This is an optimization exercise on Yosys and OpenROAD, whose aim is small area, not a production implementation.
Only simulation tests tie the RTL to the original design; equivalence was not proved.
Power and IR drop assume default switching activity.

==> inputs of run a <==
Design bsrw, start of the top module:
module bsrw (
    input             clk,
    input             rst,
    input             host_we,
    input      [2:0]  host_addr,
    input      [31:0] host_wdata,
    output            busy,
    output     [31:0] res0,
    output     [31:0] status,
    output            mem_req,
    output            mem_we,
    output     [9:0]  mem_addr,
    output     [7:0]  mem_wdata,
    input      [7:0]  mem_rdata,
    input             mem_ready,
    output            out_valid,
    output     [7:0]  out_data,
    input             out_ready
);
Settings: LEC_CHECK=0, CAP_MARGIN=20, CORE_MARGIN=2, CORE_UTILIZATION=65, CTS_BUF_LIST=sky130_fd_sc_hd__clkbuf_4, SLEW_MARGIN=20; clock period 20.0 ns.
run.sh (not shown) runs the stock make flow with config.mk's settings and CLKGATE_MAP_FILE= SYNTH_SCRIPT=/design/flow/synth_recipe.tcl, a recipe that flattens the netlist after the stock synthesis.
==> run b: changes against run a <==
--- a/flow/design.v
+++ b/flow/design.v
@@ -260,39 +260,34 @@
             ph <= 3'd0;
         end else begin
             rv <= {rv[6:0], nv};
             ph <= ph + 3'd1;
         end
     end
     wire [1:0] frs = aout ? (ain ? 2'd1 : 2'd2) : 2'd0;
+    wire [31:0] awd = rst ? 32'd0 : host_wdata;
+    always @(posedge clk) begin
+        if (rst || (host_we && host_addr == 3'd1)) begin
+            a0v   <= awd[13:0];
+            a0sat <= (awd[31:14] != 18'd0);
+            a0neg <= awd[31];
+        end
+        if (rst || (host_we && host_addr == 3'd2))
+            arg1 <= awd;
+        if (rst || (host_we && host_addr == 3'd3))
+            arg2 <= awd;
+    end
     always @(posedge clk) begin
         if (rst) begin
             st    <= ST_IDLE;
-            a0v   <= 14'd0;
-            a0sat <= 1'b0;
-            a0neg <= 1'b0;
-            arg1  <= 32'd0;
-            arg2  <= 32'd0;
             r0    <= 15'd0;
             err   <= 1'b0;
             fc    <= 4'd0;
             rs    <= 2'd0;
         end else begin
-            if (host_we) begin
-                case (host_addr)
-                    3'd1: begin
-                        a0v   <= host_wdata[13:0];
-                        a0sat <= (host_wdata[31:14] != 18'd0);
-                        a0neg <= host_wdata[31];
-                    end
-                    3'd2: arg1 <= host_wdata;
-                    3'd3: arg2 <= host_wdata;
-                    default: ;
-                endcase
-            end
             case (st)
             ST_IDLE: begin
                 if (host_we && host_addr == 3'd0) begin
                     opc <= host_wdata[3:0];
                     cid <= host_wdata[7:4];
                     wf  <= host_wdata[11:8];
                     sf  <= host_wdata[12];
==> flow/flow/run.sh (new file) <==
#!/bin/bash
# The standard layout (standard.sh), with two changes to how it is made:
#  * ports are buffered with sky130_fd_sc_hd__buf_1 instead of the resizer's default pick;
#  * clock tree synthesis uses clkbuf_4 buffers and no dummy loads.
# The full make output (every tool's log) goes to flow_make.log here; ORFS keeps
# each step's own log under orfs/logs/.
set -uo pipefail
bash standard.sh \
  "BUFFER_PORTS_ARGS=-buffer_cell sky130_fd_sc_hd__buf_1" \
  "CTS_ARGS=-sink_clustering_enable -repair_clock_nets -dont_use_dummy_load -buf_list sky130_fd_sc_hd__clkbuf_4" \
  finish > flow_make.log 2>&1
status=$?
tail -20 flow_make.log
exit $status
==> flow/standard.sh (new file) <==
#!/bin/bash
# synth_recipe.tcl (not shown) runs the flow's synth.tcl, then flattens the netlist and writes it again
# the make line also repeats each setting of config.mk as NAME=value (left out here)
make -C /OpenROAD-flow-scripts/flow DESIGN_CONFIG=/design/flow/config.mk WORK_HOME=/design/flow/orfs CLKGATE_MAP_FILE= SYNTH_SCRIPT=/design/flow/synth_recipe.tcl "${@:-finish}"
Settings changed: CORE_UTILIZATION 65 to 40, CTS_BUF_LIST sky130_fd_sc_hd__clkbuf_4 to default.
removed: flow/run.sh
==> run summary <==
Outcome
The run finished with no timing, DRC or antenna violations.

Clocking
The clock reaches the later pin of the worst-skew pair after 850 ps.

Power
The clock network power consumption is 781 uW.

Global routing
The initial antenna violation count was 2.

Finish
In the layout the tool counted multi-input logic cells amounting to 1890.
(the above is from run a)
==> run summary <==
Global routing
The first global-routing pass estimated 113 mm of wire. The initial antenna violation count is 4.

Yosys
The share of the synthesized area in compound gates (AO/OA/AOI/OAI) came to 0.169.

Clocking
At the later pin of the worst-skew pair, clock insertion delay measures 890 ps.

Finish
Among all cell classes, the greatest summed area belongs to registers. From synthesis to final layout, the design area changed by 8.12%. In the layout the tool counted multi-input logic cells amounting to 1674.

Outcome
The run finished with no timing, DRC or antenna violations.

Worst setup path
The worst setup path is of the reg2reg kind.
(the above is from run b)

---

==> v4: inputs <==
Another version of the RTL of bsrw (not shown whole).
// bsrw
module bsrw (
    input             clk,
    input             rst,
    input             host_we,
    input      [2:0]  host_addr,
    input      [31:0] host_wdata,
    output            busy,
    output     [31:0] res0,
    output     [31:0] status,
    output            mem_req,
    output            mem_we,
    output     [9:0]  mem_addr,
    output     [7:0]  mem_wdata,
    input      [7:0]  mem_rdata,
    input             mem_ready,
    output            out_valid,
    output     [7:0]  out_data,
    input             out_ready
);
==> flow/config.mk <==
export PLATFORM = sky130hd
export DESIGN_NAME = bsrw
export DESIGN_NICKNAME = bsrw
export VERILOG_FILES = /design/flow/design.v
export SDC_FILE = /design/flow/constraint.sdc
export NUM_CORES = 4
export LEC_CHECK = 0
export CAP_MARGIN = 20
export CORE_MARGIN = 2
export CORE_UTILIZATION = 40
export SLEW_MARGIN = 20
==> flow/constraint.sdc <==
create_clock -name core_clock -period 20.0 [get_ports {clk}]
set_input_delay 4.0000 -clock core_clock [delete_from_list [all_inputs] [get_ports {clk}]]
set_output_delay 4.0000 -clock core_clock [all_outputs]
set_load 0.01 [all_outputs]
standard.sh (not shown) runs the stock make flow with config.mk's settings and CLKGATE_MAP_FILE= SYNTH_SCRIPT=/design/flow/synth_recipe.tcl, a recipe that flattens the netlist after the stock synthesis.
==> flow/flow/run.sh <==
#!/bin/bash
# Own layout flow: the standard flow (standard.sh), with these changes to how the
# layout is made:
#  * synthesis: the same ORFS synthesis script (synth_recipe.tcl), so the same registers,
#    but ABC maps the logic with an area-oriented script (flow/abc_area.script) and
#    adders are left to ABC instead of the fa/ha cell map;
#  * ports are buffered with sky130_fd_sc_hd__buf_1;
#  * clock tree synthesis uses clkbuf_4 buffers and no dummy loads.
# Each make run's full output goes to its own log here (synth_make.log, layout_make.log);
# ORFS also keeps each tool's log under orfs/logs/.
set -uo pipefail
here=$(pwd)
rm -rf "$here/scripts_area"
cp -r "$FLOW_HOME/scripts" "$here/scripts_area"
chmod -R u+w "$here/scripts_area"
cp "$here/flow/abc_area.script" "$here/scripts_area/abc_area.script"
bash standard.sh "SCRIPTS_DIR=$here/scripts_area" ABC_AREA=1 ADDER_MAP_FILE= synth > synth_make.log 2>&1
status=$?
if [[ $status -ne 0 ]]; then
  tail -30 synth_make.log
  exit $status
fi
bash standard.sh \
  "BUFFER_PORTS_ARGS=-buffer_cell sky130_fd_sc_hd__buf_1" \
  "CTS_ARGS=-sink_clustering_enable -repair_clock_nets -dont_use_dummy_load -buf_list sky130_fd_sc_hd__clkbuf_4" \
  finish > layout_make.log 2>&1
status=$?
tail -20 layout_make.log
exit $status
==> flow/flow/abc_area.script <==
strash
&get -n
&fraig -x
&put
scorr
dc2
dretime
strash
&get -n
&dch -f
&nf {D}
&put
strash
&get -n
&dch -f
&nf {D}
&put
strash
&get -n
&dch -f
&nf {D}
&put
strash
&get -n
&dch -f
&nf {D}
&put
==> inputs of v17, as changes to v4 <==
--- a/flow/design.v
+++ b/flow/design.v
@@ -26,11 +26,10 @@
                ST_RD   = 4'd4,  ST_RW   = 4'd5,  ST_BA   = 4'd6,  ST_BW   = 4'd7,
                ST_WR   = 4'd8,  ST_DHDR = 4'd9,  ST_DROW = 4'd10, ST_DHEX = 4'd11,
                ST_DBAR = 4'd12, ST_DASC = 4'd13, ST_DSP  = 4'd14, ST_DLF  = 4'd15;
     reg [3:0]  st;
     reg [2:0]  ph;           
-    reg [7:0]   rv;
     reg [79:0]  rbase;
     reg [87:0]  rlen;
     reg [111:0] rpos;
     reg [23:0]  rcb;         
     reg [13:0] a0v;
@@ -46,11 +45,11 @@
     reg [13:0] R;            
     reg [2:0]  b;            
     reg [10:0] ptr;
     reg        ain, aout;    
     reg        zp;           
-    reg        cs, skip;     
+    reg        skip;         
     reg        nsrc;         
     function gt14;
         input [13:0] a, b;
         integer i;
         reg r;
@@ -62,35 +61,34 @@
         end
     endfunction
     assign busy   = (st != ST_IDLE);
     assign res0   = {{17{r0[14]}}, r0};
     assign status = {22'd0, rs, fc, 3'd0, err};
-    wire        hv    = rv[7];
+    wire        hv    = !(hlen[10] && hbase[9]);
     wire [9:0]  hbase = rbase[79:70];
     wire [10:0] hlen  = rlen[87:77];
     wire [13:0] hpos  = rpos[111:98];
     wire [2:0]  hcb   = rcb[23:21];
     wire        at_head = (ph == cid[2:0]);
     wire [9:0]  caddr   = hbase + hpos[9:0];
     wire        rbit    = mem_rdata[~hcb];
-    wire        nocb   = (opc == OP_RDBA);
     wire [14:0] d      = {4'd0, hlen} - {1'b0, hpos};           
     wire        inbuf  = gt14({3'd0, hlen}, hpos);              
-    wire [2:0]  cm     = nocb ? 3'd0 : hcb;
+    wire [2:0]  cm     = hcb;
     wire [10:0] dd     = d[10:0] - {10'd0, (cm != 3'd0)};
     wire [2:0]  low3   = 3'd0 - cm;
     wire        Rnz    = (R != 14'd0);
     wire        gt     = inbuf ? gt14(R, {dd, low3}) : Rnz;
     wire [3:0]  cbr    = {1'b0, hcb} + {1'b0, R[2:0]};
     wire        cy     = cbr[3];
     wire        posovf = cy ? !gt14(~hpos, {3'd0, R[13:3]}) : gt14({3'd0, R[13:3]}, ~hpos);
     wire        ovr    = sf && gt;
     wire        ge8    = a0sat || (a0v[13:3] != 11'd0);
     wire [11:0] a0c    = ({1'b0, a0v[13:3]} + {11'd0, (a0v[2:0] != 3'd0)});
-    wire [11:0] fcount = ge8 ? a0c : 12'd1;
+    wire [11:0] fcount = a0c | {11'd0, (a0v == 14'd0)};
     wire        a0big  = a0sat || (a0v[13:11] != 3'd0);
-    wire        trunc  = a0big || gt;
+    wire        trunc  = a0big || gt14({3'd0, a0v[10:0]}, {3'd0, d[10:0]});
     wire [10:0] nba    = (a0neg || !inbuf) ? 11'd0 : (trunc ? d[10:0] : a0v[10:0]);
     wire        a0zero = !a0sat && (a0v == 14'd0);
     wire        ba_out = !a0neg && (inbuf ? trunc : !a0zero);
     wire        ba_in  = inbuf && !a0neg && !a0zero;
     wire [13:0] Y      = (opc == OP_RDFIELD) ? {2'd0, fcount} :
@@ -144,11 +142,11 @@
             default:    hill = 1'b1;
         endcase
     end
     wire       bulk   = (opc == OP_WRBA) || ((opc == OP_WRFIELD) && (arg2[2:0] == 3'd0));
     wire       ovw    = bulk && (hcb == 3'd0);
-    wire       eskip  = cs ? !inbuf : skip;
+    wire       eskip  = skip;
     wire       wbit   = acc[~b];
     wire       used = gt14({3'd0, insum[10:0]}, {3'd0, ptr});
     wire [3:0] nib  = b[0] ? mem_rdata[3:0] : mem_rdata[7:4];
     wire [7:0] hexc = (nib < 4'd10) ? {4'h3, nib} : {4'h4, nib - 4'd9};
     reg [7:0] hdrc;
@@ -217,24 +215,24 @@
     assign mem_we    = m_we;
     assign mem_addr  = m_ctx ? caddr : ptr[9:0];
     assign mem_wdata = m_acc ? acc :
                        ((m_zero || ovw) ? 8'd0 : mem_rdata) | ((!m_zero && wbit) ? bmask : 8'd0);
     reg        alloc, destroy, mvbit, mvbyte;
-    reg        nv;
     reg [9:0]  nbase;
     reg [10:0] nlen;
     reg [13:0] npos;
     reg [2:0]  ncb;
     always @(*) begin
-        nv    = hv;
         nbase = hbase;
         nlen  = hlen;
         npos  = hpos + {13'd0, (mvbit && hcb == 3'd7) || mvbyte};
         ncb   = hcb + {2'd0, mvbit};
-        if (destroy) nv = 1'b0;
+        if (destroy) begin
+            nbase[9] = 1'b1;
+            nlen[10] = 1'b1;
+        end
         if (alloc) begin
-            nv    = 1'b1;
             nbase = a0v[9:0];
             nlen  = arg1[10:0];
             npos  = 14'd0;
             ncb   = 3'd0;
         end
@@ -253,21 +251,18 @@
                 default: ;
             endcase
         end
     end
     always @(posedge clk) begin
-        rbase <= {rbase[69:0], nbase};
-        rlen  <= {rlen[76:0], nlen};
+        rbase <= {rbase[69:0], nbase} | (rst ? {8{10'h200}} : 80'd0);
+        rlen  <= {rlen[76:0], nlen}   | (rst ? {8{11'h400}} : 88'd0);
         rpos  <= {rpos[97:0], npos};
         rcb   <= {rcb[20:0], ncb};
-        if (rst) begin
-            rv <= 8'd0;
+        if (rst)
             ph <= 3'd0;
-        end else begin
-            rv <= {rv[6:0], nv};
+        else
             ph <= ph + 3'd1;
-        end
     end
     wire [1:0] frs = aout ? (ain ? 2'd1 : 2'd2) : 2'd0;
     wire [31:0] awd = rst ? 32'd0 : host_wdata;
     always @(posedge clk) begin
         if (rst || (host_we && host_addr == 3'd1)) begin
@@ -306,17 +301,15 @@
                 case (opc)
                     OP_RD1, OP_RDBITS, OP_WRBITS: ;
                     OP_RDFIELD:           R <= a0v;
                     OP_WRFIELD:           R <= arg2[13:0];
                     OP_WRBA:              R <= {arg1[10:0], 3'd0};
-                    OP_RDBA:              R <= {a0v[10:0], 3'd0};
                     default:              R <= 14'd0;
                 endcase
                 ptr  <= (opc == OP_RDFIELD || opc == OP_RDBA) ? arg1[10:0] : a0v[10:0];
                 ain  <= 1'b0;
                 aout <= 1'b0;
-                cs   <= 1'b1;
                 nsrc <= (opc == OP_WRFIELD) || (opc == OP_WRBA);
                 st   <= ST_DEC;
             end
             ST_DEC, ST_CR: begin
                 if (opc == OP_CREATE && !ill) begin
@@ -363,11 +356,14 @@
                             end
                             OP_DUMP: begin
                                 r0 <= {8'd0, ({1'b0, arg1[10:4]} + {7'd0, (arg1[3:0] != 4'd0)})};
                                 st <= ST_DHDR;
                             end
-                            default: st <= ST_WR;    
+                            default: begin           
+                                skip <= !inbuf;
+                                st   <= ST_WR;
+                            end
                         endcase
                     end
                 end
             end
             ST_RD: if (at_head) begin
@@ -432,17 +428,15 @@
                 end else if (nsrc) begin
                     if (mem_ready) begin
                         acc  <= mem_rdata;
                         ptr  <= ptr + 11'd1;
                         nsrc <= 1'b0;
-                        cs   <= 1'b1;
+                        skip <= !inbuf;
                     end
                 end else if (eskip || !inbuf || mem_ready) begin
                     R    <= R - 14'd1;
                     b    <= b + 3'd1;
-                    cs   <= 1'b0;
-                    skip <= eskip;
                     ain  <= ain | (!eskip && inbuf);
                     aout <= aout | eskip | !inbuf;
                     if (!eskip && hcb == 3'd7)
                         zp <= 1'b1;
                     if (b == 3'd7 && opc != OP_WRBITS)
--- a/flow/flow/run.sh
+++ b/flow/flow/run.sh
@@ -3,11 +3,11 @@
 # layout is made:
 #  * synthesis: the same ORFS synthesis script (synth_recipe.tcl), so the same registers,
 #    but ABC maps the logic with an area-oriented script (flow/abc_area.script) and
 #    adders are left to ABC instead of the fa/ha cell map;
 #  * ports are buffered with sky130_fd_sc_hd__buf_1;
-#  * clock tree synthesis uses clkbuf_4 buffers and no dummy loads.
+#  * clock tree synthesis uses small clusters of clkbuf_4 buffers and no dummy loads.
 # Each make run's full output goes to its own log here (synth_make.log, layout_make.log);
 # ORFS also keeps each tool's log under orfs/logs/.
 set -uo pipefail
 here=$(pwd)
 rm -rf "$here/scripts_area"
@@ -20,10 +20,10 @@
   tail -30 synth_make.log
   exit $status
 fi
 bash standard.sh \
   "BUFFER_PORTS_ARGS=-buffer_cell sky130_fd_sc_hd__buf_1" \
-  "CTS_ARGS=-sink_clustering_enable -repair_clock_nets -dont_use_dummy_load -buf_list sky130_fd_sc_hd__clkbuf_4" \
+  "CTS_ARGS=-sink_clustering_enable -repair_clock_nets -dont_use_dummy_load -buf_list sky130_fd_sc_hd__clkbuf_4 -sink_clustering_size 9 -sink_clustering_max_diameter 45" \
   finish > layout_make.log 2>&1
 status=$?
 tail -20 layout_make.log
 exit $status
==> flow/flow/abc_area.script (replaced) <==
strash
&get -n
&fraig -x
&put
scorr
dc2
dretime
strash
&get -n
&dch -f
&nf -R 1000 {D}
&put
strash
&get -n
&dch -f
&nf -R 1000 {D}
&put
strash
&get -n
&dch -f
&nf -R 1000 {D}
&put
strash
&get -n
&dch -f
&nf -R 1000 {D}
&put
strash
&get -n
&dch -f
&nf -R 1000 {D}
&put
CORE_UTILIZATION = 55   (was 40)
==> inputs of v24, as changes to v4 <==
--- a/flow/design.v
+++ b/flow/design.v
@@ -26,11 +26,10 @@
                ST_RD   = 4'd4,  ST_RW   = 4'd5,  ST_BA   = 4'd6,  ST_BW   = 4'd7,
                ST_WR   = 4'd8,  ST_DHDR = 4'd9,  ST_DROW = 4'd10, ST_DHEX = 4'd11,
                ST_DBAR = 4'd12, ST_DASC = 4'd13, ST_DSP  = 4'd14, ST_DLF  = 4'd15;
     reg [3:0]  st;
     reg [2:0]  ph;           
-    reg [7:0]   rv;
     reg [79:0]  rbase;
     reg [87:0]  rlen;
     reg [111:0] rpos;
     reg [23:0]  rcb;         
     reg [13:0] a0v;
@@ -62,22 +61,21 @@
         end
     endfunction
     assign busy   = (st != ST_IDLE);
     assign res0   = {{17{r0[14]}}, r0};
     assign status = {22'd0, rs, fc, 3'd0, err};
-    wire        hv    = rv[7];
+    wire        hv    = !(hlen[10] && hbase[9]);
     wire [9:0]  hbase = rbase[79:70];
     wire [10:0] hlen  = rlen[87:77];
     wire [13:0] hpos  = rpos[111:98];
     wire [2:0]  hcb   = rcb[23:21];
     wire        at_head = (ph == cid[2:0]);
     wire [9:0]  caddr   = hbase + hpos[9:0];
     wire        rbit    = mem_rdata[~hcb];
-    wire        nocb   = (opc == OP_RDBA);
     wire [14:0] d      = {4'd0, hlen} - {1'b0, hpos};           
     wire        inbuf  = gt14({3'd0, hlen}, hpos);              
-    wire [2:0]  cm     = nocb ? 3'd0 : hcb;
+    wire [2:0]  cm     = hcb;
     wire [10:0] dd     = d[10:0] - {10'd0, (cm != 3'd0)};
     wire [2:0]  low3   = 3'd0 - cm;
     wire        Rnz    = (R != 14'd0);
     wire        gt     = inbuf ? gt14(R, {dd, low3}) : Rnz;
     wire [3:0]  cbr    = {1'b0, hcb} + {1'b0, R[2:0]};
@@ -86,11 +84,11 @@
     wire        ovr    = sf && gt;
     wire        ge8    = a0sat || (a0v[13:3] != 11'd0);
     wire [11:0] a0c    = ({1'b0, a0v[13:3]} + {11'd0, (a0v[2:0] != 3'd0)});
     wire [11:0] fcount = ge8 ? a0c : 12'd1;
     wire        a0big  = a0sat || (a0v[13:11] != 3'd0);
-    wire        trunc  = a0big || gt;
+    wire        trunc  = a0big || gt14({3'd0, a0v[10:0]}, {3'd0, d[10:0]});
     wire [10:0] nba    = (a0neg || !inbuf) ? 11'd0 : (trunc ? d[10:0] : a0v[10:0]);
     wire        a0zero = !a0sat && (a0v == 14'd0);
     wire        ba_out = !a0neg && (inbuf ? trunc : !a0zero);
     wire        ba_in  = inbuf && !a0neg && !a0zero;
     wire [13:0] Y      = (opc == OP_RDFIELD) ? {2'd0, fcount} :
@@ -217,24 +215,24 @@
     assign mem_we    = m_we;
     assign mem_addr  = m_ctx ? caddr : ptr[9:0];
     assign mem_wdata = m_acc ? acc :
                        ((m_zero || ovw) ? 8'd0 : mem_rdata) | ((!m_zero && wbit) ? bmask : 8'd0);
     reg        alloc, destroy, mvbit, mvbyte;
-    reg        nv;
     reg [9:0]  nbase;
     reg [10:0] nlen;
     reg [13:0] npos;
     reg [2:0]  ncb;
     always @(*) begin
-        nv    = hv;
         nbase = hbase;
         nlen  = hlen;
         npos  = hpos + {13'd0, (mvbit && hcb == 3'd7) || mvbyte};
         ncb   = hcb + {2'd0, mvbit};
-        if (destroy) nv = 1'b0;
+        if (destroy) begin
+            nbase[9] = 1'b1;
+            nlen[10] = 1'b1;
+        end
         if (alloc) begin
-            nv    = 1'b1;
             nbase = a0v[9:0];
             nlen  = arg1[10:0];
             npos  = 14'd0;
             ncb   = 3'd0;
         end
@@ -253,21 +251,18 @@
                 default: ;
             endcase
         end
     end
     always @(posedge clk) begin
-        rbase <= {rbase[69:0], nbase};
-        rlen  <= {rlen[76:0], nlen};
+        rbase <= {rbase[69:0], nbase} | (rst ? {8{10'h200}} : 80'd0);
+        rlen  <= {rlen[76:0], nlen}   | (rst ? {8{11'h400}} : 88'd0);
         rpos  <= {rpos[97:0], npos};
         rcb   <= {rcb[20:0], ncb};
-        if (rst) begin
-            rv <= 8'd0;
+        if (rst)
             ph <= 3'd0;
-        end else begin
-            rv <= {rv[6:0], nv};
+        else
             ph <= ph + 3'd1;
-        end
     end
     wire [1:0] frs = aout ? (ain ? 2'd1 : 2'd2) : 2'd0;
     wire [31:0] awd = rst ? 32'd0 : host_wdata;
     always @(posedge clk) begin
         if (rst || (host_we && host_addr == 3'd1)) begin
@@ -306,11 +301,10 @@
                 case (opc)
                     OP_RD1, OP_RDBITS, OP_WRBITS: ;
                     OP_RDFIELD:           R <= a0v;
                     OP_WRFIELD:           R <= arg2[13:0];
                     OP_WRBA:              R <= {arg1[10:0], 3'd0};
-                    OP_RDBA:              R <= {a0v[10:0], 3'd0};
                     default:              R <= 14'd0;
                 endcase
                 ptr  <= (opc == OP_RDFIELD || opc == OP_RDBA) ? arg1[10:0] : a0v[10:0];
                 ain  <= 1'b0;
                 aout <= 1'b0;
--- a/flow/flow/run.sh
+++ b/flow/flow/run.sh
@@ -3,11 +3,11 @@
 # layout is made:
 #  * synthesis: the same ORFS synthesis script (synth_recipe.tcl), so the same registers,
 #    but ABC maps the logic with an area-oriented script (flow/abc_area.script) and
 #    adders are left to ABC instead of the fa/ha cell map;
 #  * ports are buffered with sky130_fd_sc_hd__buf_1;
-#  * clock tree synthesis uses clkbuf_4 buffers and no dummy loads.
+#  * clock tree synthesis uses small clusters of clkbuf_4 buffers and no dummy loads.
 # Each make run's full output goes to its own log here (synth_make.log, layout_make.log);
 # ORFS also keeps each tool's log under orfs/logs/.
 set -uo pipefail
 here=$(pwd)
 rm -rf "$here/scripts_area"
@@ -20,10 +20,10 @@
   tail -30 synth_make.log
   exit $status
 fi
 bash standard.sh \
   "BUFFER_PORTS_ARGS=-buffer_cell sky130_fd_sc_hd__buf_1" \
-  "CTS_ARGS=-sink_clustering_enable -repair_clock_nets -dont_use_dummy_load -buf_list sky130_fd_sc_hd__clkbuf_4" \
+  "CTS_ARGS=-sink_clustering_enable -repair_clock_nets -dont_use_dummy_load -buf_list sky130_fd_sc_hd__clkbuf_4 -sink_clustering_size 9 -sink_clustering_max_diameter 45" \
   finish > layout_make.log 2>&1
 status=$?
 tail -20 layout_make.log
 exit $status
CAP_MARGIN = 0   (was 20)
SLEW_MARGIN = 0   (was 20)
==> run summary <==
                                                                 v17               v24                 v4
Outcome                             no timing/DRC/antenna violations  no timing/DRC/antenna violations  no timing/DRC/antenna violations
Tightest Pin Transition                                      1.11 ns           1.32 ns            1.04 ns
CP max-delay cell                                             nor4_1            nor2_1            a31oi_1
Share of cell area taken by flip-flops and latches             52.0%             50.4%              49.9%
Total number of clock tree sinks                                 464               465                473
Internal power consumption                                   1.33 mW           1.34 mW            1.49 mW
Die width                                                     189 um            224 um             224 um
Number of synthesized flops with an enable pin                   131               132                132
Share of layout cells above drive strength 1                   5.01%             5.40%              7.67%
Wire length reported by the detailed router                  56.9 mm           64.3 mm            65.1 mm
Netlist area before placement                              18900 um2         19300 um2          19400 um2
FF+latch count, synth                                            464               465                473
R2R Path Start                                      rpos[99]$_DFF_P_  rpos[99]$_DFF_P_    rcb[22]$_DFF_P_
GP Congestion                                                  0.995             0.985              0.972
Worst Slack Setup Final                                      4.95 ns           6.89 ns            6.56 ns
Worst-case hold path end point                      rpos[46]$_DFF_P_   rcb[10]$_DFF_P_  rbase[32]$_DFF_P_

==> port drivers added, routing unchanged <==
In the flow no input, the clock included, has a driving cell. The finished layouts below were timed again as built, in two steps.
Step 1 sets driving cells, clkbuf_16 on the clock port and buf_2 on the other inputs (assumed; they add their load-dependent delay and slew).
Step 2 also shifts input and output timing later by t, the mid clock arrival at the registers, as if the neighbouring blocks saw the same clock.
Slacks: ideal / step 1 / step 2; pairs: ideal / step 1.
run	shift t [ns]	setup WS [ns]	worst setup path after step 2	slew at the worst register clock pin (ns)
run a	0.883	7.946 / 7.946 / 7.946	register to register	0.08 / 0.08
run b	0.895	7.926 / 7.926 / 7.926	register to register	0.07 / 0.07
v4	0.889	6.560 / 6.504 / 7.393	register to output	0.07 / 0.07
v17	0.778	4.953 / 4.899 / 5.676	register to output	0.11 / 0.11
v24	0.826	6.887 / 6.832 / 7.657	register to output	0.11 / 0.11
After both steps setup and hold are still met in every run listed.
